This is an optimization exercise on Yosys and OpenROAD, whose aim is small area, not a production implementation.
Only simulation tests tie the RTL to the original design; equivalence was not proved.
No activity file was given, so power comes from the tool's default toggle rates.

==> flow/design.v <==
module ubx_navpvt_rx (
    input  wire         clk,
    input  wire         rst,         
    input  wire         in_valid,
    output wire         in_ready,
    input  wire [7:0]   in_byte,
    input  wire [31:0]  now,
    input  wire         cb_set,
    input  wire         cb_en,
    input  wire         msg_load,    
    input  wire         fix_load,    
    input  wire [31:0]  cnt_data,
    output reg          fix_event,
    output wire [703:0] rec,
    output reg          valid_fix,
    output reg  [31:0]  msg_count,
    output reg  [31:0]  fix_count,
    output wire [31:0]  fix_age
);
    reg  [6:0]   pos;
    reg  [7:0]   ck_a;
    reg  [7:0]   ck_b;
    reg          ck_a_ok;
    reg  [687:0] wrec;         
    reg  [687:0] crec;         
    reg          committed;    
    reg  [31:0]  last_fix_ts;
    reg          hook_en;
    assign in_ready = 1'b1;
    assign rec = {crec, 5'd0, {3{committed}}, 7'd0, committed};
    wire in_body   = (pos >= 7'd4) && (pos <= 7'd89);
    wire shift     = in_valid && in_body;
    wire do_ckb    = in_valid && (pos == 7'd91);
    wire do_commit = do_ckb && ck_a_ok && (ck_b == in_byte);
    wire [7:0] w_fixtype = wrec[8*22 +: 8];    
    wire w_is_fix  = (w_fixtype != 8'd0) && (w_fixtype != 8'd5);
    wire do_fix    = do_commit && w_is_fix;
    wire [7:0] ck_a_next = ck_a + in_byte;
    always @(posedge clk) begin
        if (rst) begin
            pos <= 7'd0;
        end else if (in_valid) begin
            case (pos)
                7'd0: pos <= (in_byte == 8'hB5) ? 7'd1 : 7'd0;
                7'd1: pos <= (in_byte == 8'h62) ? 7'd2 : 7'd0;
                7'd2: pos <= (in_byte == 8'h01) ? 7'd3 : 7'd0;
                7'd3: pos <= (in_byte == 8'h07) ? 7'd4 : 7'd0;
                7'd91: pos <= 7'd0;
                default: pos <= pos + 7'd1;
            endcase
        end
    end
    always @(posedge clk) begin
        if (pos <= 7'd3) begin
            ck_a <= 8'h08;
            ck_b <= 8'h09;
        end else if (shift) begin
            ck_a <= ck_a_next;
            ck_b <= ck_b + ck_a_next;
        end
        if (in_valid && pos == 7'd90)
            ck_a_ok <= (ck_a == in_byte);
    end
    wire w_s1 = shift;                       
    wire w_s0 = ~shift;                      
    wire c_s1 = do_commit & ~rst;            
    wire c_s0 = ~do_commit & ~rst;           
    wire t_s1 = do_fix & ~rst;               
    wire t_s0 = ~do_fix & ~rst;              
    wire m_s1 = msg_load & ~rst;             
    wire m_s0 = ~msg_load & ~rst;            
    wire f_s1 = fix_load & ~rst;             
    wire f_s0 = ~fix_load & ~rst;            
    wire [32:0] m_all1;
    wire [32:0] f_all1;
    assign m_all1[0] = 1'b1;
    assign f_all1[0] = 1'b1;
    wire [687:0] wrec_d;
    wire [687:0] crec_d;
    wire [31:0]  ts_d;
    wire [31:0]  mc_d;
    wire [31:0]  fc_d;
    genvar g;
    generate
        for (g = 0; g < 688; g = g + 1) begin : g_rec
            ubx_sel2 u_w (.s1(w_s1), .a(g < 680 ? wrec[g+8] : in_byte[g-680]),
                          .s0(w_s0), .b(wrec[g]), .y(wrec_d[g]));
            ubx_sel2 u_c (.s1(c_s1), .a(wrec[g]), .s0(c_s0), .b(crec[g]),
                          .y(crec_d[g]));
        end
        for (g = 0; g < 32; g = g + 1) begin : g_w32
            assign m_all1[g+1] = m_all1[g] & msg_count[g];
            assign f_all1[g+1] = f_all1[g] & fix_count[g];
            ubx_sel2 u_t (.s1(t_s1), .a(now[g]), .s0(t_s0), .b(last_fix_ts[g]),
                          .y(ts_d[g]));
            ubx_sel2 u_m (.s1(m_s1), .a(cnt_data[g]), .s0(m_s0),
                          .b(msg_count[g] ^ (do_commit & m_all1[g])),
                          .y(mc_d[g]));
            ubx_sel2 u_f (.s1(f_s1), .a(cnt_data[g]), .s0(f_s0),
                          .b(fix_count[g] ^ (do_fix & f_all1[g])),
                          .y(fc_d[g]));
        end
    endgenerate
    always @(posedge clk) begin
        wrec        <= wrec_d;
        crec        <= crec_d;
        last_fix_ts <= ts_d;
        msg_count   <= mc_d;
        fix_count   <= fc_d;
    end
    always @(posedge clk) begin
        if (rst) begin
            committed   <= 1'b0;
            valid_fix   <= 1'b0;
            hook_en     <= 1'b0;
            fix_event   <= 1'b0;
        end else begin
            fix_event <= do_fix && hook_en;
            if (do_ckb)
                valid_fix <= do_fix;
            if (do_commit)
                committed <= 1'b1;
            if (cb_set)
                hook_en <= cb_en;
        end
    end
    wire [31:0] age_b = ~last_fix_ts;
    wire [31:0] age_p = now ^ age_b;
    wire [31:0] age_g0 = now & age_b;
    wire age_gi0 = age_g0[0] | age_p[0];
    wire age_G0 = age_g0[1] | (age_p[1] & age_gi0);
    wire age_G1 = age_g0[3] | (age_p[3] & age_g0[2]);
    wire age_P1 = age_p[3] & age_p[2];
    wire age_G2 = age_g0[5] | (age_p[5] & age_g0[4]);
    wire age_P2 = age_p[5] & age_p[4];
    wire age_G3 = age_g0[7] | (age_p[7] & age_g0[6]);
    wire age_P3 = age_p[7] & age_p[6];
    wire age_G4 = age_g0[9] | (age_p[9] & age_g0[8]);
    wire age_P4 = age_p[9] & age_p[8];
    wire age_G5 = age_g0[11] | (age_p[11] & age_g0[10]);
    wire age_P5 = age_p[11] & age_p[10];
    wire age_G6 = age_g0[13] | (age_p[13] & age_g0[12]);
    wire age_P6 = age_p[13] & age_p[12];
    wire age_G7 = age_g0[15] | (age_p[15] & age_g0[14]);
    wire age_P7 = age_p[15] & age_p[14];
    wire age_G8 = age_g0[17] | (age_p[17] & age_g0[16]);
    wire age_P8 = age_p[17] & age_p[16];
    wire age_G9 = age_g0[19] | (age_p[19] & age_g0[18]);
    wire age_P9 = age_p[19] & age_p[18];
    wire age_G10 = age_g0[21] | (age_p[21] & age_g0[20]);
    wire age_P10 = age_p[21] & age_p[20];
    wire age_G11 = age_g0[23] | (age_p[23] & age_g0[22]);
    wire age_P11 = age_p[23] & age_p[22];
    wire age_G12 = age_g0[25] | (age_p[25] & age_g0[24]);
    wire age_P12 = age_p[25] & age_p[24];
    wire age_G13 = age_g0[27] | (age_p[27] & age_g0[26]);
    wire age_P13 = age_p[27] & age_p[26];
    wire age_G14 = age_g0[29] | (age_p[29] & age_g0[28]);
    wire age_P14 = age_p[29] & age_p[28];
    wire age_G15 = age_g0[31] | (age_p[31] & age_g0[30]);
    wire age_P15 = age_p[31] & age_p[30];
    wire age_G16 = age_G1 | (age_P1 & age_G0);
    wire age_G17 = age_G3 | (age_P3 & age_G2);
    wire age_P17 = age_P3 & age_P2;
    wire age_G18 = age_G5 | (age_P5 & age_G4);
    wire age_P18 = age_P5 & age_P4;
    wire age_G19 = age_G7 | (age_P7 & age_G6);
    wire age_P19 = age_P7 & age_P6;
    wire age_G20 = age_G9 | (age_P9 & age_G8);
    wire age_P20 = age_P9 & age_P8;
    wire age_G21 = age_G11 | (age_P11 & age_G10);
    wire age_P21 = age_P11 & age_P10;
    wire age_G22 = age_G13 | (age_P13 & age_G12);
    wire age_P22 = age_P13 & age_P12;
    wire age_G23 = age_G15 | (age_P15 & age_G14);
    wire age_P23 = age_P15 & age_P14;
    wire age_G24 = age_G17 | (age_P17 & age_G16);
    wire age_G25 = age_G19 | (age_P19 & age_G18);
    wire age_P25 = age_P19 & age_P18;
    wire age_G26 = age_G21 | (age_P21 & age_G20);
    wire age_P26 = age_P21 & age_P20;
    wire age_G27 = age_G23 | (age_P23 & age_G22);
    wire age_P27 = age_P23 & age_P22;
    wire age_G28 = age_G25 | (age_P25 & age_G24);
    wire age_G29 = age_G27 | (age_P27 & age_G26);
    wire age_P29 = age_P27 & age_P26;
    wire age_G30 = age_G29 | (age_P29 & age_G28);
    wire age_G31 = age_G26 | (age_P26 & age_G28);
    wire age_G32 = age_G18 | (age_P18 & age_G24);
    wire age_G33 = age_G20 | (age_P20 & age_G28);
    wire age_G34 = age_G22 | (age_P22 & age_G31);
    wire age_G35 = age_G2 | (age_P2 & age_G16);
    wire age_G36 = age_G4 | (age_P4 & age_G24);
    wire age_G37 = age_G6 | (age_P6 & age_G32);
    wire age_G38 = age_G8 | (age_P8 & age_G28);
    wire age_G39 = age_G10 | (age_P10 & age_G33);
    wire age_G40 = age_G12 | (age_P12 & age_G31);
    wire age_G41 = age_G14 | (age_P14 & age_G34);
    wire age_G42 = age_g0[2] | (age_p[2] & age_G0);
    wire age_G43 = age_g0[4] | (age_p[4] & age_G16);
    wire age_G44 = age_g0[6] | (age_p[6] & age_G35);
    wire age_G45 = age_g0[8] | (age_p[8] & age_G24);
    wire age_G46 = age_g0[10] | (age_p[10] & age_G36);
    wire age_G47 = age_g0[12] | (age_p[12] & age_G32);
    wire age_G48 = age_g0[14] | (age_p[14] & age_G37);
    wire age_G49 = age_g0[16] | (age_p[16] & age_G28);
    wire age_G50 = age_g0[18] | (age_p[18] & age_G38);
    wire age_G51 = age_g0[20] | (age_p[20] & age_G33);
    wire age_G52 = age_g0[22] | (age_p[22] & age_G39);
    wire age_G53 = age_g0[24] | (age_p[24] & age_G31);
    wire age_G54 = age_g0[26] | (age_p[26] & age_G40);
    wire age_G55 = age_g0[28] | (age_p[28] & age_G34);
    wire age_G56 = age_g0[30] | (age_p[30] & age_G41);
    assign fix_age[0] = ~age_p[0];
    assign fix_age[1] = age_p[1] ^ age_gi0;
    assign fix_age[2] = age_p[2] ^ age_G0;
    assign fix_age[3] = age_p[3] ^ age_G42;
    assign fix_age[4] = age_p[4] ^ age_G16;
    assign fix_age[5] = age_p[5] ^ age_G43;
    assign fix_age[6] = age_p[6] ^ age_G35;
    assign fix_age[7] = age_p[7] ^ age_G44;
    assign fix_age[8] = age_p[8] ^ age_G24;
    assign fix_age[9] = age_p[9] ^ age_G45;
    assign fix_age[10] = age_p[10] ^ age_G36;
    assign fix_age[11] = age_p[11] ^ age_G46;
    assign fix_age[12] = age_p[12] ^ age_G32;
    assign fix_age[13] = age_p[13] ^ age_G47;
    assign fix_age[14] = age_p[14] ^ age_G37;
    assign fix_age[15] = age_p[15] ^ age_G48;
    assign fix_age[16] = age_p[16] ^ age_G28;
    assign fix_age[17] = age_p[17] ^ age_G49;
    assign fix_age[18] = age_p[18] ^ age_G38;
    assign fix_age[19] = age_p[19] ^ age_G50;
    assign fix_age[20] = age_p[20] ^ age_G33;
    assign fix_age[21] = age_p[21] ^ age_G51;
    assign fix_age[22] = age_p[22] ^ age_G39;
    assign fix_age[23] = age_p[23] ^ age_G52;
    assign fix_age[24] = age_p[24] ^ age_G31;
    assign fix_age[25] = age_p[25] ^ age_G53;
    assign fix_age[26] = age_p[26] ^ age_G40;
    assign fix_age[27] = age_p[27] ^ age_G54;
    assign fix_age[28] = age_p[28] ^ age_G34;
    assign fix_age[29] = age_p[29] ^ age_G55;
    assign fix_age[30] = age_p[30] ^ age_G41;
    assign fix_age[31] = age_p[31] ^ age_G56;
endmodule
module ubx_sel2 (
    input  wire s1,
    input  wire a,
    input  wire s0,
    input  wire b,
    output wire y
);
    assign y = (s1 & a) | (s0 & b);
endmodule
==> flow/flow/run.sh <==
#!/bin/bash
# Layout flow: the standard ORFS layout (standard.sh) with two changes:
#  - the port buffers that placement puts on every input and output are the
#    smallest buffer cell, sky130_fd_sc_hd__buf_1;
#  - clock tree synthesis uses clkbuf_4 cells, smaller sink clusters than the
#    default and no dummy loads.
set -euo pipefail
export BUFFER_PORTS_ARGS="-buffer_cell sky130_fd_sc_hd__buf_1"
export CTS_ARGS="-sink_clustering_enable -repair_clock_nets -dont_use_dummy_load -buf_list sky130_fd_sc_hd__clkbuf_4 -sink_clustering_size 10 -sink_clustering_max_diameter 40"
bash standard.sh finish > standard_flow.log 2>&1
==> flow/standard.sh <==
#!/bin/bash
# synth_recipe.tcl (not shown) runs the flow's synth.tcl, then flattens the netlist and writes it again
# the make line also repeats each setting of config.mk as NAME=value (left out here)
make -C /OpenROAD-flow-scripts/flow DESIGN_CONFIG=/design/flow/config.mk WORK_HOME=/design/flow/orfs CLKGATE_MAP_FILE= SYNTH_SCRIPT=/design/flow/synth_recipe.tcl "${@:-finish}"
==> flow/config.mk <==
export PLATFORM = sky130hd
export DESIGN_NAME = ubx_navpvt_rx
export DESIGN_NICKNAME = ubx_navpvt_rx
export VERILOG_FILES = /design/flow/design.v
export SDC_FILE = /design/flow/constraint.sdc
export NUM_CORES = 4
export LEC_CHECK = 0
export CAP_MARGIN = 5
export CORE_MARGIN = 2
export CORE_UTILIZATION = 70
export PLACE_DENSITY = 0.78
export SLEW_MARGIN = 5
export SYNTH_HIERARCHICAL = 1
export SYNTH_MINIMUM_KEEP_SIZE = 0
==> flow/constraint.sdc <==
create_clock -name core_clock -period 8.0 [get_ports {clk}]
set_input_delay 1.6000 -clock core_clock [delete_from_list [all_inputs] [get_ports {clk}]]
set_output_delay 1.6000 -clock core_clock [all_outputs]
set_load 0.01 [all_outputs]
==> impl_metrics.ini, run 1 <==
[drt]
first_iter_violations = 3236
vias_per_cell = 6.461
wl_met3_um = 12160
ant_nets = 0
met1_length_um = 51030
wl_met2_um = 59940
top_layer = met5
num_vias = 35330
drc = 0
drt_first_pass_iters = 7
routedWlPerCell_um = 24.13
finalWirelength_um = 131900

[yosys]
synth_flop_cell = dfxtp_1
synth_top_area_cell = dfxtp_1
synth-edff-count = 1
synth_warnings = 7
netlist_area_sq_um = 46880
ys_types = 54
yosysMostFrequentCell = dfxtp_1
async_reset_ff_share_pct = 0
ys_top_cells_by_area = dfxtp_1 (64%), a22o_1 (28%), ha_1 (1.3%)
ys_ff_latch = 1500
synthTopCellsByCount = dfxtp_1 (1499), a22o_1 (1472), inv_1 (73), xnor2_1 (69), nand2_1 (59)
synthCells = 3538
synth_seq_area_share_pct = 64.07
syn_area_per_cell_sq_um = 13.25
synth.top_cell.area_share_pct = 64.01

[floorplanning]
die_h_um = 262.8
coreArea_sq_um = 65980
die_w_um = 262.8
io_pins = 882
die_area_sq_um = 69060
initial_core_util_pct = 71.05
fp-row-count = 94

[global_route]
track_usage_pct = 36.54
grt_pass1_vias = 32840
grt_overflow = 0
antenna_found_initial = 8
grt_pass1_wl_um = 198600
grt_max_degree = 249

[worst_hold_path]
hold_end = crec[173]$_DFF_P_
hold_class = flop to flop
holdPathStages = 1
min_from = wrec[173]$_DFF_P_

[power_and_ir_drop]
ir_worst_vdd_mv = 0.1418
powerDensity_nw_per_um2 = 209.5
power_leakage_nw = 20.51

[worst_setup_path]
crit_fanout = 4
r2r_slack_ns = 3.80
rr_startpoint = pos[0]$_SDFFE_PP0P_
cp-end-kind = primary output
r2r_cells = 8
max_stage_delay_ns = 0.45
path_cells = buf_1 > ha_1 > a21o_1 > a221o_1 > o311a_1 > a2111o_1 > a31oi_1 > a21o_1 > inv_1 > nor3_1 > fa_1 > inv_1 > buf_1
cpMaxStageDelayCell = fa_1
critPathLaunchType = input port
worstPathRequired_ns = 6.40
crit_type = input port to primary output
critPathArrivalTime_ns = 4.87
rr_endpoint = wrec[406]$_DFF_P_

[cts]
cts_made_buffers = 173
postCtsHoldBufs = 0
clock-sinks = 1500
h-tree-depth = 4
post_cts_buffers = 0
cts_root_buf = clkbuf_4
clock_latency_ns = 1.06
tritoncts = built
clk_pin_slew_worst_paths_ns = 0.10
cts_resized = 0
clock_path_buffers = 3

[place]
dp_hpwl_um = 90840
gp_congestion = 0.9347
port_buffers = 868
pre_cts_ws_ns = 1.542
dpl.cell_count = 5285

[timing]
layout_setup_ws_ns = 1.528
finalHoldViolCount = 0
skew_ns = 0.1013
setup_tns_ns = 0
setup-violations-final = 0
finalCritPeriodShare_pct = 80.90
slew_headroom_pct = 16.72
whs_ns = 0.4577
max_freq_ghz = 0.1545
drv_slew = 0
tightest_slew_ns = 1.249
rsz0062_at_grt = no
fin_crit_ns = 6.472

[layout]
drive_gt1_share_pct = 4.876
fin_cells = 5467
area_growth_pct = 12.65
nNetsFinal = 4742
final_util_pct = 80.04

[run_status]
run_status = finished clean

[job]
maxCapViolCount = 0
worst max-delay path: cells and delay by family:
family / cells / cell delay (ns)
AOI/OAI and AO/OA: 6 / 1.88
adders and majority gates: 2 / 0.79
buffers and inverters: 4 / 0.37
and+or+nand+nor: 1 / 0.22
layout by cell type (no fill, tap or decap), drive strengths merged, types with 15 or more instances in the layout:
cell type,netlist,routed
a21oi,25,25
clkbuf,5,173
nand2,60,60
nand4,15,15
nor2,45,45
buf,19,896
xnor2,69,69
a22o,1472,1472
a21o,16,16
inv,73,73
o21ai,17,17
xor2,34,34
ha,49,49
dfxtp,1499,1499
nand3,32,32
fa,18,18
modules after synthesis (local to each module, per instance):
module / cell area, sq um / times used / cells / flops+latches
ubx_sel2: 8.758 / 1472 / 1 / 0
ubx_navpvt_rx: 33990 / 1 / 2066 / 1500
layer usage:
metal  GRT usage (%)  up-vias
met5               0        -
met4           22.63        4
met3           11.53      365
met2           56.00     1425
met1           45.11    17420
li1                -    16110
worst max path at each step:
stage,startpoint,end,slack [ns],depth (start not counted)
6_report,now[8],fix_age[26],1.53,13
5_1_grt,now[8],fix_age[31],1.31,14
4_1_cts,now[8],fix_age[31],1.52,14
3_5_place_dp,now[8],fix_age[31],1.54,14
3_3_place_gp,now[11],fix_age[26],1.58,13
2_1_floorplan,in_valid,crec[0]$_DFF_P_,-2.60,7
power by group:
group	switching [mW]	internal, mW
clock network	2.23	0.996
logic	0.208	0.101
registers	0.0368	7.50
total	2.47	8.59
cells by family after synthesis:
family / Yosys count / synth area share (%)
compound gates: 1553 / 28.60
fa+ha+maj: 67 / 2.076
other cells: 2 / 0.01602
xor+xnor: 103 / 1.924
buf+inv: 97 / 0.9314
flops: 1500 / 64.07
simple gates: 213 / 2.317
mux: 3 / 0.06406
flip-flops by register name, summed over array words and instances (netlist names):
signal	count
fix_event	1
fix_count	32
wrec	688
last_fix_ts	32
valid_fix	1
committed	1
pos	7
ck_a	8
ck_b	8
hook_en	1
crec	688
msg_count	32
ck_a_ok	1
per-stage QoR:
stage	power [mW]	cell area [sq um]
after floorplan	7.887	46960
after global routing	11.43	52810
final	11.07	52810
after CTS	11.10	52790
after global placement	8.005	51490
after detailed placement	8.010	51490
layout make-up:
cell class / count / area (sq um)
Antenna cell: 9 / 22.52
Clock buffer: 173 / 1299
Fill cell: 4291 / 13170
Inverter: 73 / 281.5
Multi-Input combinational cell: 1952 / 16510
Sequential cell: 1500 / 30040
Tap cell: 864 / 1081
Timing Repair Buffer: 896 / 3581
==> run 2: changes to the inputs <==
--- a/flow/config.mk
+++ b/flow/config.mk
@@ -5,10 +5,12 @@
 export SDC_FILE = /design/flow/constraint.sdc
 export NUM_CORES = 4
 export LEC_CHECK = 0
-export CAP_MARGIN = 5
+export CAP_MARGIN = 20
 export CORE_MARGIN = 2
 export CORE_UTILIZATION = 70
+export GPL_ROUTABILITY_DRIVEN = 0
+export GPL_TIMING_DRIVEN = 0
 export PLACE_DENSITY = 0.78
-export SLEW_MARGIN = 5
+export SLEW_MARGIN = 20
 export SYNTH_HIERARCHICAL = 1
 export SYNTH_MINIMUM_KEEP_SIZE = 0
==> impl_metrics.ini, run 2 <==
[run_status]
run_status = finished clean

[global_route]
grt_pass1_wl_um = 201100
grt_max_degree = 201
track_usage_pct = 36.87
antenna_found_initial = 8
grt_overflow = 0
grt_pass1_vias = 33570

[timing]
max_freq_ghz = 0.1527
drv_slew = 0
finalCritPeriodShare_pct = 81.84
whs_ns = 0.4660
setup_tns_ns = 0
finalHoldViolCount = 0
rsz0062_at_grt = no
fin_crit_ns = 6.547
tightest_slew_ns = 1.147
setup-violations-final = 0
slew_headroom_pct = 22.86
skew_ns = 0.07061

[yosys]
synth-edff-count = 1
yosysMostFrequentCell = dfxtp_1
ys_top_cells_by_area = dfxtp_1 (64%), a22o_1 (28%), ha_1 (1.3%)
synthTopCellsByCount = dfxtp_1 (1499), a22o_1 (1472), inv_1 (73), xnor2_1 (69), nand2_1 (59)
synthCells = 3538
synth_top_area_cell = dfxtp_1
synth.top_cell.area_share_pct = 64.01
ys_ff_latch = 1500
synth_flop_cell = dfxtp_1
syn_area_per_cell_sq_um = 13.25
ys_types = 54
async_reset_ff_share_pct = 0
synth_seq_area_share_pct = 64.07
synth_warnings = 7
netlist_area_sq_um = 46880

[worst_setup_path]
worstPathRequired_ns = 6.40
cpMaxStageDelayCell = fa_1
cp-end-kind = primary output
crit_type = input port to primary output
crit_fanout = 4
critPathArrivalTime_ns = 4.95
critPathLaunchType = input port
max_stage_delay_ns = 0.45
path_cells = buf_1 > ha_1 > and3_1 > a221o_1 > o311a_1 > a2111o_1 > a31oi_1 > a21o_1 > inv_1 > nor3_1 > fa_1 > inv_1 > buf_1

[drt]
vias_per_cell = 6.471
drc = 0
first_iter_violations = 3089
finalWirelength_um = 133500
ant_nets = 0
drt_first_pass_iters = 6
routedWlPerCell_um = 24.15
num_vias = 35780

[layout]
reg.largest.list = crec (688), wrec (688)
final_util_pct = 82.23
area_growth_pct = 15.73
final_common_cell = dfxtp_1
fill_cells = 4045
drive_gt1_share_pct = 6.057
nNetsFinal = 4804
final_cell_mix = dfxtp_1 (1499), a22o_1 (1472), buf_1 (867)

[worst_hold_path]
hold_class = flop to flop

[job]
maxCapViolCount = 0

[floorplanning]
die_w_um = 262.8
fp-row-count = 94
coreArea_sq_um = 65980
io_pins = 882
die_area_sq_um = 69060
initial_core_util_pct = 71.05
die_h_um = 262.8

[power_and_ir_drop]
ir_worst_vdd_mv = 0.1636
power_leakage_nw = 21.17
total_power_mw = 11.13
powerDensity_nw_per_um2 = 205.2

[cts]
cts_made_buffers = 176
cts_resized = 0
clock-sinks = 1500
clk_pin_slew_worst_paths_ns = 0.10
clock_latency_ns = 1.05
tritoncts = built
post_cts_buffers = 0
h-tree-depth = 4
cts_root_buf = clkbuf_4
clock_path_buffers = 3
postCtsHoldBufs = 0

[place]
port_buffers = 867
dp_hpwl_um = 94880
==> run 2: changes by cell type in the layout (fill, tap and decap cells not counted), sizes merged <==
cell / change
buf: +54
clkbuf: +8
==> run 2: path summary, 6_finish.rpt <==
check | depth (start not counted) | startpoint | endpoint | slack [ns]
setup / recovery | 13 | now[11] | fix_age[26] | 1.45
hold / removal | 1 | wrec[624]$_DFF_P_ | crec[624]$_DFF_P_ | 0.47
setup reg to reg | 11 | pos[0]$_SDFFE_PP0P_ | crec[42]$_DFF_P_ | 3.92
hold reg to reg | 1 | wrec[624]$_DFF_P_ | crec[624]$_DFF_P_ | 0.47
==> run 2: per-module statistics from Yosys, one instance, submodules excluded <==
module,cell area [sq um],cells inside,flops+latches
ubx_navpvt_rx,33990,2066,1500
ubx_sel2,8.758,1,0
==> run 2: worst max-delay path: cells and delay by family <==
family | cells | cell delay [ns]
AOI/OAI and AO/OA | 5 | 1.68
and+or+nand+nor | 2 | 0.48
adders and majority gates | 2 | 0.81
buffers and inverters | 4 | 0.35
==> run 2: area by class of cell <==
cell class                      count  area (sq um)  area share, %
Sequential cell                  1500         30040          55.36
Multi-Input combinational cell   1952         16520          30.44
Timing Repair Buffer              931          4786          8.821
Clock buffer                      176          1321          2.435
Tap cell                          864          1081          1.992
Inverter                           73         274.0         0.5050
Buffer                             24         215.2         0.3966
Antenna cell                        9         22.52        0.04151
==> run 2: where the power goes <==
| group | switching, mW | total [mW] | internal [mW] |
|---|---|---|---|
| registers | 0.0364 | 7.53 | 7.50 |
| clock network | 2.23 | 3.24 | 1.01 |
| logic | 0.220 | 0.356 | 0.135 |
==> run 2: kinds of logic (layout without fill, tap and decap cells) <==
family          after synthesis  after routing  synth area share (%)
simple gates                213            213                 2.317
xor+xnor                    103            103                 1.924
buf+inv                      97           1204                0.9314
flops                      1500           1500                 64.07
mux                           3              3               0.06406
other cells                   2             22               0.01602
fa+ha+maj                    67             67                 2.076
compound gates             1553           1553                 28.60
==> run 2: routing by layer <==
layer | GRT usage [%] | part of all wire (%) | up-vias
li1 | - | - | 16250
met1 | 44.22 | 39 | 17670
met2 | 58.20 | 46 | 1507
met3 | 11.31 | 8.9 | 357
met4 | 22.96 | 6.3 | 0
met5 | 0 | 0 | -
==> run 2: per-stage QoR <==
step | cells | instance area, sq um | setup slack, ns
floorplan | 3549 | 46960 | -2.604
global placement | 5280 | 51300 | -7.601
detailed placement | 5344 | 52910 | 1.513
CTS | 5520 | 54230 | 1.493
global route | 5528 | 54250 | 1.239
finish | 5529 | 54260 | 1.453
==> run 3: changes to the inputs <==
--- a/flow/config.mk
+++ b/flow/config.mk
@@ -8,8 +8,6 @@
 export CAP_MARGIN = 20
 export CORE_MARGIN = 2
 export CORE_UTILIZATION = 70
-export GPL_ROUTABILITY_DRIVEN = 0
-export GPL_TIMING_DRIVEN = 0
 export PLACE_DENSITY = 0.78
 export SLEW_MARGIN = 20
 export SYNTH_HIERARCHICAL = 1
==> impl_metrics.ini, run 3 <==
[run_status]
run_status = finished clean

[floorplanning]
coreArea_sq_um = 65980
io_pins = 882
initial_core_util_pct = 71.05
die_area_sq_um = 69060
fp-row-count = 94
die_w_um = 262.8
die_h_um = 262.8

[place]
dp_hpwl_um = 90840
dpl.cell_count = 5285
port_buffers = 868
gp_congestion = 0.9347

[timing]
finalHoldViolCount = 0
whs_ns = 0.4606
drv_slew = 0
setup_tns_ns = 0
slew_headroom_pct = 15.39
tightest_slew_ns = 1.269
max_freq_ghz = 0.1543
fin_crit_ns = 6.481
setup-violations-final = 0
rsz0062_at_grt = no
finalCritPeriodShare_pct = 81.01
skew_ns = 0.09850

[worst_setup_path]
worstPathRequired_ns = 6.40
cp-end-kind = primary output
critPathArrivalTime_ns = 4.88
crit_fanout = 4
max_stage_delay_ns = 0.45
cp_num_buf_inv = 4
cpMaxStageDelayCell = fa_1
crit_type = input port to primary output
cp-startpoint = now[8]
crit_family = compound AO/OA/AOI/OAI gates
rr_startpoint = pos[0]$_SDFFE_PP0P_
path_cells = buf_1 > ha_1 > a21o_1 > a221o_1 > o311a_1 > a2111o_1 > a31oi_1 > a21o_1 > inv_1 > nor3_1 > fa_1 > inv_1 > buf_1
critPathLaunchType = input port

[worst_hold_path]
hold_class = flop to flop
min_from = wrec[173]$_DFF_P_

[yosys]
synth_flop_cell = dfxtp_1
synth_fa_ha_area_share_pct = 2.076
ys_types = 54
yosysMostFrequentCell = dfxtp_1
synth_seq_area_share_pct = 64.07
synth-edff-count = 1
synth-xor-area-share_pct = 1.924
yosys.area_share.simple_pct = 2.317
muxShareOfSynthArea_pct = 0.06405
synth-compound-area-share_pct = 28.60
synth_top_family_by_area = compound AO/OA/AOI/OAI gates
netlist_area_sq_um = 46880
syn_area_per_cell_sq_um = 13.25
ys_top_cells_by_area = dfxtp_1 (64%), a22o_1 (28%), ha_1 (1.3%)
synth.top_cell.area_share_pct = 64.01
synthCells = 3538
ys_ff_latch = 1500
async_reset_ff_share_pct = 0
synthTopCellsByCount = dfxtp_1 (1499), a22o_1 (1472), inv_1 (73), xnor2_1 (69), nand2_1 (59)
synth_top_area_cell = dfxtp_1
synth_warnings = 7

[global_route]
antenna_found_initial = 8
grt_overflow = 0
grt_pass1_wl_um = 198600
track_usage_pct = 36.54
grt_max_degree = 249
grt_pass1_vias = 32840

[power_and_ir_drop]
power_switching_mw = 2.464
seqPwrFrac_pct = 68.1
ir_worst_vdd_mv = 0.1419
sw_frac_of_total_pct = 22.28
power_leakage_nw = 20.51
powerDensity_nw_per_um2 = 209.3
cellInternalPower_mw = 8.593
share_comb_of_total_power_pct = 2.8
clkPwrFrac_pct = 29.1

[layout]
nNetsFinal = 4742
area_growth_pct = 12.66
fill_cells = 4290
reg.largest.list = crec (688), wrec (688)
drive_gt1_share_pct = 4.876
fin_cells = 5467
final_cell_mix = dfxtp_1 (1499), a22o_1 (1472), buf_1 (868)
final_common_cell = dfxtp_1

[cts]
clock-sinks = 1500
cts_root_buf = clkbuf_4
h-tree-depth = 4
cts_made_buffers = 173
post_cts_buffers = 0
clk_pin_slew_worst_paths_ns = 0.10
clock_latency_ns = 1.06
tritoncts = built
postCtsHoldBufs = 0
clock_path_buffers = 3
cts_resized = 0

[drt]
first_iter_violations = 3259
drc = 0
finalWirelength_um = 131900
ant_nets = 0
vias_per_cell = 6.467
drt_first_pass_iters = 5
num_vias = 35350
routedWlPerCell_um = 24.12

[job]
maxCapViolCount = 0
==> run 3: cell counts after synthesis <==
Identical to the previous run, type by type.
==> run 3: cell families after synthesis <==
family,after synthesis
flops,1500
xor+xnor,103
other cells,2
fa+ha+maj,67
compound gates,1553
simple gates,213
buf+inv,97
mux,3
==> run 3: worst paths after layout <==
check | to | slack [ns] | cells after the start
setup / recovery | fix_age[26] | 1.52 | 13
hold / removal | wrec[165]$_DFF_P_ | 0.46 | 1
setup reg to reg | crec[248]$_DFF_P_ | 3.93 | 8
hold reg to reg | wrec[165]$_DFF_P_ | 0.46 | 1
==> run 3: final cells by class <==
cell class	count	area, sq um	area share [%]
Clock buffer	173	1299	2.459
Multi-Input combinational cell	1952	16510	31.25
Antenna cell	9	22.52	0.04264
Timing Repair Buffer	896	3585	6.787
Tap cell	864	1081	2.047
Sequential cell	1500	30040	56.87
Inverter	73	286.5	0.5425
==> run 3: power groups by stage <==
| stage | sequential, mW | combinational [mW] | clock (mW) |
|---|---|---|---|
| global placement | 7.70 | 0.302 | 0 |
| finish | 7.53 | 0.310 | 3.21 |
| CTS | 7.53 | 0.308 | 3.26 |
| global route | 7.54 | 0.335 | 3.55 |
| floorplan | 7.70 | 0.182 | 0 |
| detailed placement | 7.70 | 0.306 | 0 |
==> run 3: per-module statistics from Yosys, one instance, submodules excluded <==
module / flip-flops and latches / copies in the design
ubx_sel2: 0 / 1472
ubx_navpvt_rx: 1500 / 1
==> run 3: worst register-to-register path: stages, from the launching register on <==
cell,delay (ns)
dfxtp_1,0.46
ha_1,0.34
nand2_4,0.08
or4_4,0.47
nor4_1,0.89
nor2_4,0
buf_4,0.48
buf_12,0.45
a22o_1,0.78
==> run 3: layer usage <==
layer,routed length [um],vias to the layer above,global-route usage [%]
li1,-,16110,-
met3,12360,363,11.53
met1,50640,17380,45.11
met2,60010,1505,56.00
met4,8841,4,22.63
met5,27,-,0
==> run 3: per-stage QoR <==
stage | util [%] | area, sq um | setup WS [ns] | power (mW)
CTS | 80.00 | 52790 | 1.515 | 11.10
detailed placement | 78.04 | 51490 | 1.542 | 8.010
floorplan | - | 46960 | -2.604 | 7.887
finish | 80.05 | 52820 | 1.519 | 11.06
global route | 80.05 | 52820 | 1.315 | 11.43
global placement | 78.04 | 51490 | 1.577 | 8.005
==> run 4: changes to the inputs <==
--- a/flow/config.mk
+++ b/flow/config.mk
@@ -7,8 +7,8 @@
 export LEC_CHECK = 0
 export CAP_MARGIN = 20
 export CORE_MARGIN = 2
-export CORE_UTILIZATION = 70
-export PLACE_DENSITY = 0.78
+export CORE_UTILIZATION = 76
+export PLACE_DENSITY = 0.84
 export SLEW_MARGIN = 20
 export SYNTH_HIERARCHICAL = 1
 export SYNTH_MINIMUM_KEEP_SIZE = 0
==> impl_metrics.ini, run 4 <==
[run_status]
run_status = finished clean

[timing]
fin_crit_ns = 6.488
skew_ns = 0.09809
tightest_slew_ns = 1.380
max_freq_ghz = 0.1541
slew_headroom_pct = 8.031
drv_slew = 0
layout_setup_ws_ns = 1.512
setup_tns_ns = 0
finalCritPeriodShare_pct = 81.10
rsz0062_at_grt = no
finalHoldViolCount = 0
setup-violations-final = 0

[floorplanning]
io_pins = 882
die_h_um = 252.4
fp-row-count = 91
initial_core_util_pct = 76.39
die_w_um = 252.4
die_area_sq_um = 63690
coreArea_sq_um = 61370

[worst_setup_path]
cpMaxStageDelayCell = fa_1
path_cells = buf_1 > ha_1 > a21o_1 > a221o_1 > o311a_1 > a2111o_1 > a31oi_1 > a21o_1 > inv_1 > nor3_1 > fa_1 > inv_1 > buf_1
cp-startpoint = now[8]
rr_startpoint = pos[2]$_SDFFE_PP0P_
rr_endpoint = wrec[201]$_DFF_P_
critPathLaunchType = input port
r2r_cells = 7
r2r_slack_ns = 3.55
crit_fanout = 4
max_stage_delay_ns = 0.46
critPathArrivalTime_ns = 4.89
cp-end-kind = primary output
worstPathRequired_ns = 6.40
crit_type = input port to primary output

[drt]
finalWirelength_um = 135600
ant_nets = 0
num_vias = 36050
first_iter_violations = 3480
drt_first_pass_iters = 5
drc = 0
vias_per_cell = 6.672
routedWlPerCell_um = 25.10

[power_and_ir_drop]
powerDensity_nw_per_um2 = 210.0
total_power_mw = 11.07
ir_worst_vdd_mv = 0.1673
power_leakage_nw = 20.51

[global_route]
grt_max_degree = 250
grt_overflow = 0
track_usage_pct = 40.60
antenna_found_initial = 12
grt_pass1_vias = 33550
grt_pass1_wl_um = 201300

[layout]
final_util_pct = 85.93
final_cell_mix = dfxtp_1 (1499), a22o_1 (1472), buf_1 (868)
nNetsFinal = 4743
final_common_cell = dfxtp_1
reg.largest.list = crec (688), wrec (688)
area_growth_pct = 12.48
drive_gt1_share_pct = 4.897

[place]
dp_hpwl_um = 93480
gp_congestion = 0.9823
pre_cts_ws_ns = 1.524
port_buffers = 868

[cts]
postCtsHoldBufs = 0
clk_pin_slew_worst_paths_ns = 0.07
clock_path_buffers = 3
clock-sinks = 1500
cts_resized = 0
h-tree-depth = 4
post_cts_buffers = 0
cts_made_buffers = 174
clock_latency_ns = 1.05
tritoncts = built
cts_root_buf = clkbuf_4

[yosys]
synth_top_area_cell = dfxtp_1
synthTopCellsByCount = dfxtp_1 (1499), a22o_1 (1472), inv_1 (73), xnor2_1 (69), nand2_1 (59)
synth.top_cell.area_share_pct = 64.01
syn_area_per_cell_sq_um = 13.25
synth_flop_cell = dfxtp_1
ys_types = 54
async_reset_ff_share_pct = 0
netlist_area_sq_um = 46880
synth-edff-count = 1
synth_seq_area_share_pct = 64.07
synth_warnings = 7
ys_ff_latch = 1500
ys_top_cells_by_area = dfxtp_1 (64%), a22o_1 (28%), ha_1 (1.3%)
synthCells = 3538
yosysMostFrequentCell = dfxtp_1

[job]
maxCapViolCount = 0

[worst_hold_path]
holdPathStages = 2
hold_class = flop to flop
min_from = ck_a[6]$_SDFFE_PP0P_
hold_end = ck_a[6]$_SDFFE_PP0P_
## run 4: changes by cell type in the layout (fill, tap and decap cells not counted), sizes merged
cell    before  now
clkbuf     173  174
diode        9   18
clkinv       1    0
inv         72   73
## run 4: worst max path at each step
stage | to | slack [ns] | cells past startpoint
2_1_floorplan | crec[0]$_DFF_P_ | -2.60 | 7
3_3_place_gp | fix_age[30] | 1.56 | 13
3_5_place_dp | fix_age[26] | 1.52 | 13
4_1_cts | fix_age[26] | 1.51 | 13
5_1_grt | fix_age[31] | 1.26 | 14
6_report | fix_age[26] | 1.51 | 13
## run 4: Yosys stat by module, one instance, submodules excluded
module | times used | flip-flops and latches | area, sq um | cells
ubx_sel2 | 1472 | 0 | 8.758 | 1
ubx_navpvt_rx | 1 | 1500 | 33990 | 2066
## run 4: layout make-up
class	instances	area, sq um
multi-input combinational	1952	16510
fill	3321	8636
antenna	18	45.04
timing repair buffer	896	3568
sequential	1500	30040
tap	790	988.4
inverter	73	281.5
clock buffer	174	1306
## run 4: report_power, final
group	switching, mW	internal (mW)	total, mW	leakage (nW)
Sequential	0.0377	7.50	7.53	12.1
Clock	2.23	1.00	3.23	0.801
Combinational	0.211	0.102	0.313	7.61
## run 4: worst max-delay path: cells and delay by family
kind	cells	cell delay, ns
adders and majority gates	2	0.80
and+or+nand+nor	1	0.23
buffers and inverters	4	0.37
AOI/OAI and AO/OA	6	1.87
## run 4: kinds of logic (layout without fill, tap and decap cells)
family          after synthesis  in the layout  synth area share, %
mux                           3              3              0.06406
simple gates                213            213                2.317
flops                      1500           1500                64.07
xor+xnor                    103            103                1.924
compound gates             1553           1553                28.60
fa+ha+maj                    67             67                2.076
other cells                   2             31              0.01602
buf+inv                      97           1143               0.9314
## run 4: per-layer routing
metal | up-vias | share of wire (%) | track usage [%]
met3 | 467 | 10 | 13.89
met2 | 1776 | 44 | 60.08
met1 | 17710 | 37 | 48.89
li1 | 16100 | - | -
met5 | - | 0.021 | 0
met4 | 4 | 8.7 | 31.23
## run 4: per-stage QoR
step	instances	hold WS, ns	instance area, sq um
2_1_floorplan	3549	0.4291	46960
3_3_place_gp	5211	0.4406	51380
3_5_place_dp	5211	0.4495	51380
4_1_cts	5385	0.4721	52690
5_1_grt	5395	0.4820	52710
6_report	5403	0.4648	52730
==> run 5: changes to the inputs <==
==> flow/run.sh (new file) <==
#!/bin/bash
# synth_recipe.tcl (not shown) runs the flow's synth.tcl, then flattens the netlist and writes it again
# the make line also repeats each setting of config.mk as NAME=value (left out here)
make -C /OpenROAD-flow-scripts/flow DESIGN_CONFIG=/design/flow/config.mk WORK_HOME=/design/flow/orfs CLKGATE_MAP_FILE= SYNTH_SCRIPT=/design/flow/synth_recipe.tcl finish
--- a/flow/config.mk
+++ b/flow/config.mk
@@ -7,8 +7,8 @@
 export LEC_CHECK = 0
 export CAP_MARGIN = 20
 export CORE_MARGIN = 2
-export CORE_UTILIZATION = 76
-export PLACE_DENSITY = 0.84
+export CORE_UTILIZATION = 70
+export PLACE_DENSITY = 0.78
 export SLEW_MARGIN = 20
 export SYNTH_HIERARCHICAL = 1
 export SYNTH_MINIMUM_KEEP_SIZE = 0
removed: flow/flow/run.sh
removed: flow/standard.sh
==> impl_metrics.ini, run 5 <==
[floorplanning]
fp-row-count = 94
initial_core_util_pct = 71.05
die_w_um = 262.8
die_h_um = 262.8
io_pins = 882

[run_status]
haltStage = global routing
run_status = did not finish
first-error = [ERROR GRT-0232] Routing congestion too high. Check the congestion heatmap in the GUI.

[yosys]
synth_warnings = 7
ys_types = 54
synthCells = 3538
synth_flop_cell = dfxtp_1
netlist_area_sq_um = 46880
synth_seq_area_share_pct = 64.07
yosysMostFrequentCell = dfxtp_1
synthTopCellsByCount = dfxtp_1 (1499), a22o_1 (1472), inv_1 (73), xnor2_1 (69), nand2_1 (59)
ys_ff_latch = 1500
synth.top_cell.area_share_pct = 64.01
ys_top_cells_by_area = dfxtp_1 (64%), a22o_1 (28%), ha_1 (1.3%)
syn_area_per_cell_sq_um = 13.25
synth-edff-count = 1
async_reset_ff_share_pct = 0
synth_top_area_cell = dfxtp_1

[cts]
postCtsHoldBufs = 0
post_cts_buffers = 0
clock-sinks = 1500
h-tree-depth = 4
clock_path_buffers = 3
cts_made_buffers = 138
cts_resized = 0
cts_root_buf = clkbuf_16

[global_route]
track_usage_pct = 80.09
grt_overflow = 81
antenna_found_initial = 25
grt_max_degree = 259

[place]
dp_hpwl_um = 101700
dpl.cell_count = 5288
gp_congestion = 0.9399
port_buffers = 868
[run 5: logic make-up after synthesis]
logic type	after synthesis	synth area share, %
compound gates	1553	28.60
xor+xnor	103	1.924
fa+ha+maj	67	2.076
buf+inv	97	0.9314
flops	1500	64.07
mux	3	0.06406
other cells	2	0.01602
simple gates	213	2.317
[run 5: worst max path at each step]
stage | endpoint | slack, ns | cells after the start
2_1_floorplan | crec[0]$_DFF_P_ | -2.60 | 7
3_3_place_gp | fix_age[26] | 0.92 | 14
3_5_place_dp | fix_age[31] | 0.89 | 15
4_1_cts | fix_age[26] | 0.81 | 14
[run 5: metrics by stage]
stage	setup slack (ns)	cell area [sq um]	utilization [%]
4_1_cts	0.8099	61800	93.66
3_5_place_dp	0.8905	56960	86.34
3_3_place_gp	0.9172	56960	86.33
2_1_floorplan	-2.604	46960	-
[run 5: metal layers]
metal	overflow	global-route usage [%]
met2	47	96.42
met4	34	89.79
met1	0	78.37
met3	0	64.22
met5	0	15.38
[run 5: power groups by stage]
stage / clock (mW) / combinational, mW / sequential (mW)
4_1_cts: 7.10 / 0.411 / 7.54
3_5_place_dp: 0 / 0.382 / 7.71
2_1_floorplan: 0 / 0.182 / 7.70
3_3_place_gp: 0 / 0.377 / 7.70
[run 5: Yosys stat by module, one instance, submodules excluded]
module	area, sq um	times used	cells	flops+latches
ubx_navpvt_rx	33990	1	2066	1500
ubx_sel2	8.758	1472	1	0
==> run 6: changes to the inputs <==
--- a/flow/design.v
+++ b/flow/design.v
@@ -124,10 +124,10 @@
                 hook_en <= cb_en;
         end
     end
-    wire [31:0] age_b = ~last_fix_ts;
-    wire [31:0] age_p = now ^ age_b;
-    wire [31:0] age_g0 = now & age_b;
-    wire age_gi0 = age_g0[0] | age_p[0];
+    wire [31:0] age_b = last_fix_ts;
+    wire [31:0] age_p = ~(now ^ age_b);
+    wire [31:0] age_g0 = age_b & ~now;
+    wire age_gi0 = age_g0[0];
     wire age_G0 = age_g0[1] | (age_p[1] & age_gi0);
     wire age_G1 = age_g0[3] | (age_p[3] & age_g0[2]);
     wire age_P1 = age_p[3] & age_p[2];
@@ -212,37 +212,37 @@
     wire age_G55 = age_g0[28] | (age_p[28] & age_G34);
     wire age_G56 = age_g0[30] | (age_p[30] & age_G41);
     assign fix_age[0] = ~age_p[0];
-    assign fix_age[1] = age_p[1] ^ age_gi0;
-    assign fix_age[2] = age_p[2] ^ age_G0;
-    assign fix_age[3] = age_p[3] ^ age_G42;
-    assign fix_age[4] = age_p[4] ^ age_G16;
-    assign fix_age[5] = age_p[5] ^ age_G43;
-    assign fix_age[6] = age_p[6] ^ age_G35;
-    assign fix_age[7] = age_p[7] ^ age_G44;
-    assign fix_age[8] = age_p[8] ^ age_G24;
-    assign fix_age[9] = age_p[9] ^ age_G45;
-    assign fix_age[10] = age_p[10] ^ age_G36;
-    assign fix_age[11] = age_p[11] ^ age_G46;
-    assign fix_age[12] = age_p[12] ^ age_G32;
-    assign fix_age[13] = age_p[13] ^ age_G47;
-    assign fix_age[14] = age_p[14] ^ age_G37;
-    assign fix_age[15] = age_p[15] ^ age_G48;
-    assign fix_age[16] = age_p[16] ^ age_G28;
-    assign fix_age[17] = age_p[17] ^ age_G49;
-    assign fix_age[18] = age_p[18] ^ age_G38;
-    assign fix_age[19] = age_p[19] ^ age_G50;
-    assign fix_age[20] = age_p[20] ^ age_G33;
-    assign fix_age[21] = age_p[21] ^ age_G51;
-    assign fix_age[22] = age_p[22] ^ age_G39;
-    assign fix_age[23] = age_p[23] ^ age_G52;
-    assign fix_age[24] = age_p[24] ^ age_G31;
-    assign fix_age[25] = age_p[25] ^ age_G53;
-    assign fix_age[26] = age_p[26] ^ age_G40;
-    assign fix_age[27] = age_p[27] ^ age_G54;
-    assign fix_age[28] = age_p[28] ^ age_G34;
-    assign fix_age[29] = age_p[29] ^ age_G55;
-    assign fix_age[30] = age_p[30] ^ age_G41;
-    assign fix_age[31] = age_p[31] ^ age_G56;
+    assign fix_age[1] = ~age_p[1] ^ age_gi0;
+    assign fix_age[2] = ~age_p[2] ^ age_G0;
+    assign fix_age[3] = ~age_p[3] ^ age_G42;
+    assign fix_age[4] = ~age_p[4] ^ age_G16;
+    assign fix_age[5] = ~age_p[5] ^ age_G43;
+    assign fix_age[6] = ~age_p[6] ^ age_G35;
+    assign fix_age[7] = ~age_p[7] ^ age_G44;
+    assign fix_age[8] = ~age_p[8] ^ age_G24;
+    assign fix_age[9] = ~age_p[9] ^ age_G45;
+    assign fix_age[10] = ~age_p[10] ^ age_G36;
+    assign fix_age[11] = ~age_p[11] ^ age_G46;
+    assign fix_age[12] = ~age_p[12] ^ age_G32;
+    assign fix_age[13] = ~age_p[13] ^ age_G47;
+    assign fix_age[14] = ~age_p[14] ^ age_G37;
+    assign fix_age[15] = ~age_p[15] ^ age_G48;
+    assign fix_age[16] = ~age_p[16] ^ age_G28;
+    assign fix_age[17] = ~age_p[17] ^ age_G49;
+    assign fix_age[18] = ~age_p[18] ^ age_G38;
+    assign fix_age[19] = ~age_p[19] ^ age_G50;
+    assign fix_age[20] = ~age_p[20] ^ age_G33;
+    assign fix_age[21] = ~age_p[21] ^ age_G51;
+    assign fix_age[22] = ~age_p[22] ^ age_G39;
+    assign fix_age[23] = ~age_p[23] ^ age_G52;
+    assign fix_age[24] = ~age_p[24] ^ age_G31;
+    assign fix_age[25] = ~age_p[25] ^ age_G53;
+    assign fix_age[26] = ~age_p[26] ^ age_G40;
+    assign fix_age[27] = ~age_p[27] ^ age_G54;
+    assign fix_age[28] = ~age_p[28] ^ age_G34;
+    assign fix_age[29] = ~age_p[29] ^ age_G55;
+    assign fix_age[30] = ~age_p[30] ^ age_G41;
+    assign fix_age[31] = ~age_p[31] ^ age_G56;
 endmodule
 module ubx_sel2 (
     input  wire s1,
--- a/flow/config.mk
+++ b/flow/config.mk
@@ -7,8 +7,7 @@
 export LEC_CHECK = 0
 export CAP_MARGIN = 20
 export CORE_MARGIN = 2
-export CORE_UTILIZATION = 70
-export PLACE_DENSITY = 0.78
+export CORE_UTILIZATION = 50
 export SLEW_MARGIN = 20
 export SYNTH_HIERARCHICAL = 1
 export SYNTH_MINIMUM_KEEP_SIZE = 0
==> impl_metrics.ini, run 6 <==
[run_status]
run_status = finished clean

[cts]
cts_resized = 0
clock_latency_ns = 0.74
h-tree-depth = 4
clock-sinks = 1500
clock_path_buffers = 3
tritoncts = built
postCtsHoldBufs = 0
clk_pin_slew_worst_paths_ns = 0.06
cts_made_buffers = 148
post_cts_buffers = 0
cts_root_buf = clkbuf_16

[global_route]
grt_max_degree = 245
grt_overflow = 0
antenna_found_initial = 4
track_usage_pct = 27.40
grt_pass1_vias = 32420
grt_pass1_wl_um = 205000

[place]
port_buffers = 868
dp_hpwl_um = 92140
gp_congestion = 0.8423

[floorplanning]
initial_core_util_pct = 50.36
die_h_um = 310.4
fp-row-count = 112
io_pins = 882
coreArea_sq_um = 93190
die_area_sq_um = 96340
die_w_um = 310.4

[timing]
finalCritPeriodShare_pct = 90.48
max_freq_ghz = 0.1382
whs_ns = 0.4651
drv_slew = 0
fin_crit_ns = 7.238
setup-violations-final = 0
slew_headroom_pct = 27.43
finalHoldViolCount = 0
skew_ns = 0.02021
rsz0062_at_grt = no
tightest_slew_ns = 1.089

[worst_setup_path]
cp-end-kind = primary output
crit_fanout = 3
max_stage_delay_ns = 0.63
critPathArrivalTime_ns = 5.64
critPathLaunchType = input port
path_cells = clkdlybuf4s50_1 > inv_1 > ha_1 > a21oi_1 > o22ai_1 > or4b_2 > o21bai_1 > a21o_1 > a31oi_1 > a41oi_1 > a21oi_1 > fa_1 > xnor2_1 > clkdlybuf4s50_1
crit_type = input port to primary output
worstPathRequired_ns = 6.40
cpMaxStageDelayCell = or4b_2

[drt]
drc = 0
vias_per_cell = 5.792
finalWirelength_um = 139400
routedWlPerCell_um = 23.42
drt_first_pass_iters = 5
first_iter_violations = 2994
ant_nets = 0
num_vias = 34470

[worst_hold_path]
hold_class = flop to flop

[power_and_ir_drop]
ir_worst_vdd_mv = 0.2024
powerDensity_nw_per_um2 = 247.1
power_leakage_nw = 24.63
total_power_mw = 15.48

[yosys]
synth_top_area_cell = dfxtp_1
yosysMostFrequentCell = dfxtp_1
ys_types = 57
synth.top_cell.area_share_pct = 63.94
synth-edff-count = 1
ys_ff_latch = 1500
synthTopCellsByCount = dfxtp_1 (1499), a22o_1 (1473), xnor2_1 (75), inv_1 (72)
synth_warnings = 7
async_reset_ff_share_pct = 0
synth_flop_cell = dfxtp_1
syn_area_per_cell_sq_um = 13.25
synthCells = 3542
synth_seq_area_share_pct = 64.00
netlist_area_sq_um = 46930
ys_top_cells_by_area = dfxtp_1 (64%), a22o_1 (27%), xnor2_1 (1.4%)

[layout]
nNetsFinal = 4725
area_growth_pct = 33.46
reg.largest.list = crec (688), wrec (688)
drive_gt1_share_pct = 6.474
final_cell_mix = dfxtp_1 (1499), a22o_1 (1473), clkdlybuf4s50_1 (868)
final_common_cell = dfxtp_1

[job]
maxCapViolCount = 0
-- run 6: cell types whose count changed after synthesis, moves of 4 or more --
cell / change
nand2_1: -10
nor4_1: -4
a31oi_1: +4
nand4_1: -5
and3_1: +12
xor2_1: -7
a211oi_1: -5
and2_1: +4
xnor2_1: +6
-- run 6: logic make-up after synthesis --
group                    count (synthesis)  synth area share, %
AO/OA/AOI/OAI                         1558                28.63
XOR/XNOR                               102                1.903
adder cells (fa/ha/maj)                 67                2.074
buffers and inverters                  100               0.9624
flip-flops                            1500                64.00
multiplexers                             2              0.04266
other                                    2              0.01600
AND/OR/NAND/NOR                        211                2.370
-- run 6: final cells by class --
type                            count  area [sq um]
Antenna cell                        2         5.005
Clock buffer                      219          4489
Clock inverter                     48         543.0
Fill cell                        7178         30550
Inverter                           73         277.8
Multi-Input combinational cell   1953         16590
Sequential cell                  1500         30040
Tap cell                         1254          1569
Timing Repair Buffer              903          9121
-- run 6: worst max-delay path, delay by kind of cell --
kind | cells | cell delay, ns
buf+inv | 3 | 1.16
fa+ha+maj | 2 | 0.69
compound gates | 7 | 1.37
xor+xnor | 1 | 0.16
simple gates | 1 | 0.63
-- run 6: layer usage --
metal / vias up / part of all wire, % / global-route usage (%)
met3: 206 / 7.4 / 8.657
li1: 16190 / - / -
met4: 6 / 3.2 / 9.931
met2: 932 / 48 / 44.34
met5: - / 0.033 / 0
met1: 17140 / 42 / 34.36
-- run 6: metrics by stage --
step           setup TNS, ns  instances  setup WS [ns]  instance area (sq um)  utilization (%)
6_report                   0       5952         0.7618                  62640            67.22
5_1_grt                    0       5951         0.5436                  62640            67.21
4_1_cts                    0       5949         0.7678                  62610            67.18
3_5_place_dp               0       5682         0.7796                  57570            61.78
3_3_place_gp               0       5682         0.8644                  57570            61.78
2_1_floorplan       -2471.00       3553         -2.358                  47090                -
-- run 6: path summary, 6_finish.rpt --
check                      startpoint                to  slack, ns  cells past startpoint
setup / recovery               now[8]       fix_age[31]       0.76                     14
setup reg to reg  pos[1]$_SDFFE_PP0P_  wrec[42]$_DFF_P_       4.46                      8
hold / removal       crec[46]$_DFF_P_  crec[46]$_DFF_P_       0.47                      1
hold reg to reg      crec[46]$_DFF_P_  crec[46]$_DFF_P_       0.47                      1
-- run 6: power by group --
| group | total (mW) | internal [mW] | leakage [nW] | switching [mW] |
|---|---|---|---|---|
| Clock | 7.08 | 4.19 | 2.50 | 2.90 |
| Sequential | 7.77 | 7.62 | 12.1 | 0.142 |
| Combinational | 0.631 | 0.257 | 10.0 | 0.375 |
| Total | 15.5 | 12.1 | 24.6 | 3.41 |
-- run 6: modules after synthesis (local to each module, per instance) --
module | cells | copies in the design | cell area, sq um
ubx_navpvt_rx | 2070 | 1 | 34040
ubx_sel2 | 1 | 1472 | 8.758
==> run 7: changes to the inputs <==
==> flow/flow/run.sh (new file) <==
#!/bin/bash
# Layout flow: the standard ORFS layout (standard.sh) with two changes:
#  - the port buffers that placement puts on every input and output are the
#    smallest buffer cell, sky130_fd_sc_hd__buf_1;
#  - clock tree synthesis uses clkbuf_4 cells, smaller sink clusters than the
#    default and no dummy loads.
set -euo pipefail
export BUFFER_PORTS_ARGS="-buffer_cell sky130_fd_sc_hd__buf_1"
export CTS_ARGS="-sink_clustering_enable -repair_clock_nets -dont_use_dummy_load -buf_list sky130_fd_sc_hd__clkbuf_4 -sink_clustering_size 10 -sink_clustering_max_diameter 40"
bash standard.sh finish > standard_flow.log 2>&1
==> flow/standard.sh (new file) <==
#!/bin/bash
# synth_recipe.tcl (not shown) runs the flow's synth.tcl, then flattens the netlist and writes it again
# the make line also repeats each setting of config.mk as NAME=value (left out here)
make -C /OpenROAD-flow-scripts/flow DESIGN_CONFIG=/design/flow/config.mk WORK_HOME=/design/flow/orfs CLKGATE_MAP_FILE= SYNTH_SCRIPT=/design/flow/synth_recipe.tcl "${@:-finish}"
--- a/flow/config.mk
+++ b/flow/config.mk
@@ -7,7 +7,8 @@
 export LEC_CHECK = 0
 export CAP_MARGIN = 20
 export CORE_MARGIN = 2
-export CORE_UTILIZATION = 50
+export CORE_UTILIZATION = 70
+export PLACE_DENSITY = 0.78
 export SLEW_MARGIN = 20
 export SYNTH_HIERARCHICAL = 1
 export SYNTH_MINIMUM_KEEP_SIZE = 0
removed: flow/run.sh
==> impl_metrics.ini, run 7 <==
[yosys]
synth_warnings = 7
synthTopCellsByCount = dfxtp_1 (1499), a22o_1 (1473), xnor2_1 (75), inv_1 (72)
synth-xor-area-share_pct = 1.903
ys_types = 57
synth_fa_ha_area_share_pct = 2.074
ys_ff_latch = 1500
yosysMostFrequentCell = dfxtp_1
syn_area_per_cell_sq_um = 13.25
synth_flop_cell = dfxtp_1
synth_top_area_cell = dfxtp_1
synth_seq_area_share_pct = 64.00
netlist_area_sq_um = 46930
muxShareOfSynthArea_pct = 0.04265
ys_top_cells_by_area = dfxtp_1 (64%), a22o_1 (27%), xnor2_1 (1.4%)
synth-edff-count = 1
synth.top_cell.area_share_pct = 63.94
yosys.area_share.simple_pct = 2.370
synth-compound-area-share_pct = 28.63
synthCells = 3542
async_reset_ff_share_pct = 0
synth_top_family_by_area = compound AO/OA/AOI/OAI gates

[floorplanning]
fp-row-count = 94
io_pins = 882
die_w_um = 262.9
initial_core_util_pct = 71.01
die_h_um = 262.9
coreArea_sq_um = 66100
die_area_sq_um = 69130

[power_and_ir_drop]
power_leakage_nw = 20.91
ir_worst_vdd_mv = 0.1633
powerDensity_nw_per_um2 = 218.3
total_power_mw = 11.55

[place]
gp_congestion = 1.002
port_buffers = 868
dpl.cell_count = 5288
postPlaceCellArea_sq_um = 51570
pre_cts_ws_ns = 1.457
dp_hpwl_um = 91110

[global_route]
track_usage_pct = 36.67
grt_pass1_wl_um = 199600
grt_max_degree = 261
grt.busiest_layer = met2
grt_pass1_vias = 32800
met1_usage_pct = 45.13
antenna_found_initial = 4
met3_usage_pct = 11.98
grt_overflow = 0
grt_util_met2_pct = 56.38

[worst_hold_path]
hold_end = crec[354]$_DFF_P_
hold_class = flop to flop
min_from = wrec[354]$_DFF_P_
holdPathStages = 1

[timing]
fin_crit_ns = 6.537
setup_tns_ns = 0
finalCritPeriodShare_pct = 81.71
skew_ns = 0.09304
max_freq_ghz = 0.1530
drv_slew = 0
layout_setup_ws_ns = 1.463
setup-violations-final = 0
rsz0062_at_grt = no
finalHoldViolCount = 0
tightest_slew_ns = 1.168
whs_ns = 0.4623
slew_headroom_pct = 22.16

[job]
maxCapViolCount = 0

[worst_setup_path]
cp-end-kind = primary output
rr_endpoint = crec[526]$_DFF_P_
critPathArrivalTime_ns = 4.94
r2r_cells = 7
r2r_slack_ns = 4.40
path_cells = buf_1 > inv_1 > ha_1 > a21oi_1 > nand2_1 > or4b_2 > o21bai_1 > a21o_1 > a31oi_1 > a41oi_1 > a21oi_1 > fa_1 > xnor2_1 > buf_1
crit_type = input port to primary output
crit_fanout = 3
critPathLaunchType = input port
cpMaxStageDelayCell = or4b_2
rr_startpoint = pos[1]$_SDFFE_PP0P_
max_stage_delay_ns = 0.66
worstPathRequired_ns = 6.40

[drt]
ant_nets = 0
finalWirelength_um = 133100
vias_per_cell = 6.432
drt_first_pass_iters = 6
drc = 0
first_iter_violations = 3695
num_vias = 35180
routedWlPerCell_um = 24.33

[layout]
final_util_pct = 80.07
area_growth_pct = 12.77
final_common_cell = dfxtp_1
fin_cells = 5470
nNetsFinal = 4747
drive_gt1_share_pct = 5.088
final_cell_mix = dfxtp_1 (1499), a22o_1 (1473), buf_1 (868)
final_cell_area_sq_um = 52930
reg.largest.list = crec (688), wrec (688)

[cts]
post_cts_buffers = 0
clock-sinks = 1500
tritoncts = built
cts_root_buf = clkbuf_4
clock_path_buffers = 3
cts_resized = 0
clock_latency_ns = 1.03
clk_pin_slew_worst_paths_ns = 0.10
cts_made_buffers = 174
postCtsHoldBufs = 0
h-tree-depth = 4

[run_status]
run_status = finished clean
[run 7: cell count changes in the layout (fill, tap and decap cells not counted), sizes merged]
cell / previous run / this run
buf: 35 / 899
bufinv: 9 / 0
clkbuf: 219 / 174
clkdlybuf4s50: 868 / 0
clkinv: 34 / 0
clkinvlp: 2 / 1
diode: 2 / 7
inv: 76 / 72
[run 7: cell type report]
type,instances,area (sq um)
flip-flops and latches,1500,30040
multi-input cells,1953,16590
fillers,4222,13170
repair buffers,899,3611
clock buffers,174,1306
well taps,864,1081
inverters,73,277.8
diodes,7,17.52
[run 7: layer usage]
metal  share of wire [%]  up-vias
met2                  45     1433
met3                 8.9      371
met1                  39    17270
met5              0.0098        -
li1                    -    16110
met4                 6.6        2
[run 7: worst max-delay path by stage]
stage,to,from,cells after the start
3_5_place_dp,fix_age[31],now[15],14
3_3_place_gp,fix_age[31],now[15],14
2_1_floorplan,crec[0]$_DFF_P_,in_byte[6],5
6_report,fix_age[31],now[15],14
4_1_cts,fix_age[31],now[15],14
5_1_grt,fix_age[31],now[15],14
[run 7: logic make-up after synthesis]
family,Yosys count
muxes,2
DFF,1500
other,2
and+or+nand+nor,211
adders and majority gates,67
xor gates and xnor gates,102
AOI/OAI and AO/OA,1558
buffers and inverters,100
[run 7: power by group]
group          internal (mW)  switching, mW
combinational          0.198          0.374
clock                   1.00           2.22
sequential              7.62          0.144
[run 7: critical path: cells and delay by family]
family / cells / cell delay, ns
AO/OA/AOI/OAI: 6 / 1.23
buffers and inverters: 3 / 0.39
XOR/XNOR: 1 / 0.16
AND/OR/NAND/NOR: 2 / 0.78
adder cells (fa/ha/maj): 2 / 0.76
[run 7: Yosys stat by module (local to each module, per instance)]
| module | cell area [sq um] | times used |
|---|---|---|
| ubx_navpvt_rx | 34040 | 1 |
| ubx_sel2 | 8.758 | 1472 |

-- port drivers added, routing unchanged --
Ports are ideal in the flow. The routed layouts listed here were re-timed in OpenROAD. Step 1: set_driving_cell puts a clkbuf_16 on clk and a buf_2 on each other input, an assumption about the parent block. Step 2 moves the port delays by t, midway between the first and last clock arrival at a register: inputs arrive t later, outputs are due t later. That takes back most of the time a late clock gives input paths. Slacks: ideal / step 1 / step 2; pairs: ideal / step 1.
run	shift t [ns]	setup WS [ns]	slew at the worst register clock pin (ns)	worst data-port slew with drivers (ns)
run 1	1.068	1.528 / 1.497 / 1.497	0.11 / 0.11	0.12
run 2	1.078	1.453 / 1.431 / 1.431	0.11 / 0.11	0.12
run 3	1.066	1.519 / 1.488 / 1.488	0.11 / 0.11	0.11
run 4	1.073	1.512 / 1.276 / 1.276	0.12 / 0.12	0.27
run 6	0.804	0.762 / 0.717 / 0.717	0.07 / 0.07	0.13
run 7	1.066	1.463 / 1.440 / 1.440	0.11 / 0.11	0.14
After both steps every run listed still meets setup and hold. The setup slack of run 4, which loses most, moves by -0.236 ns with the drivers and by -0.236 ns with both steps.
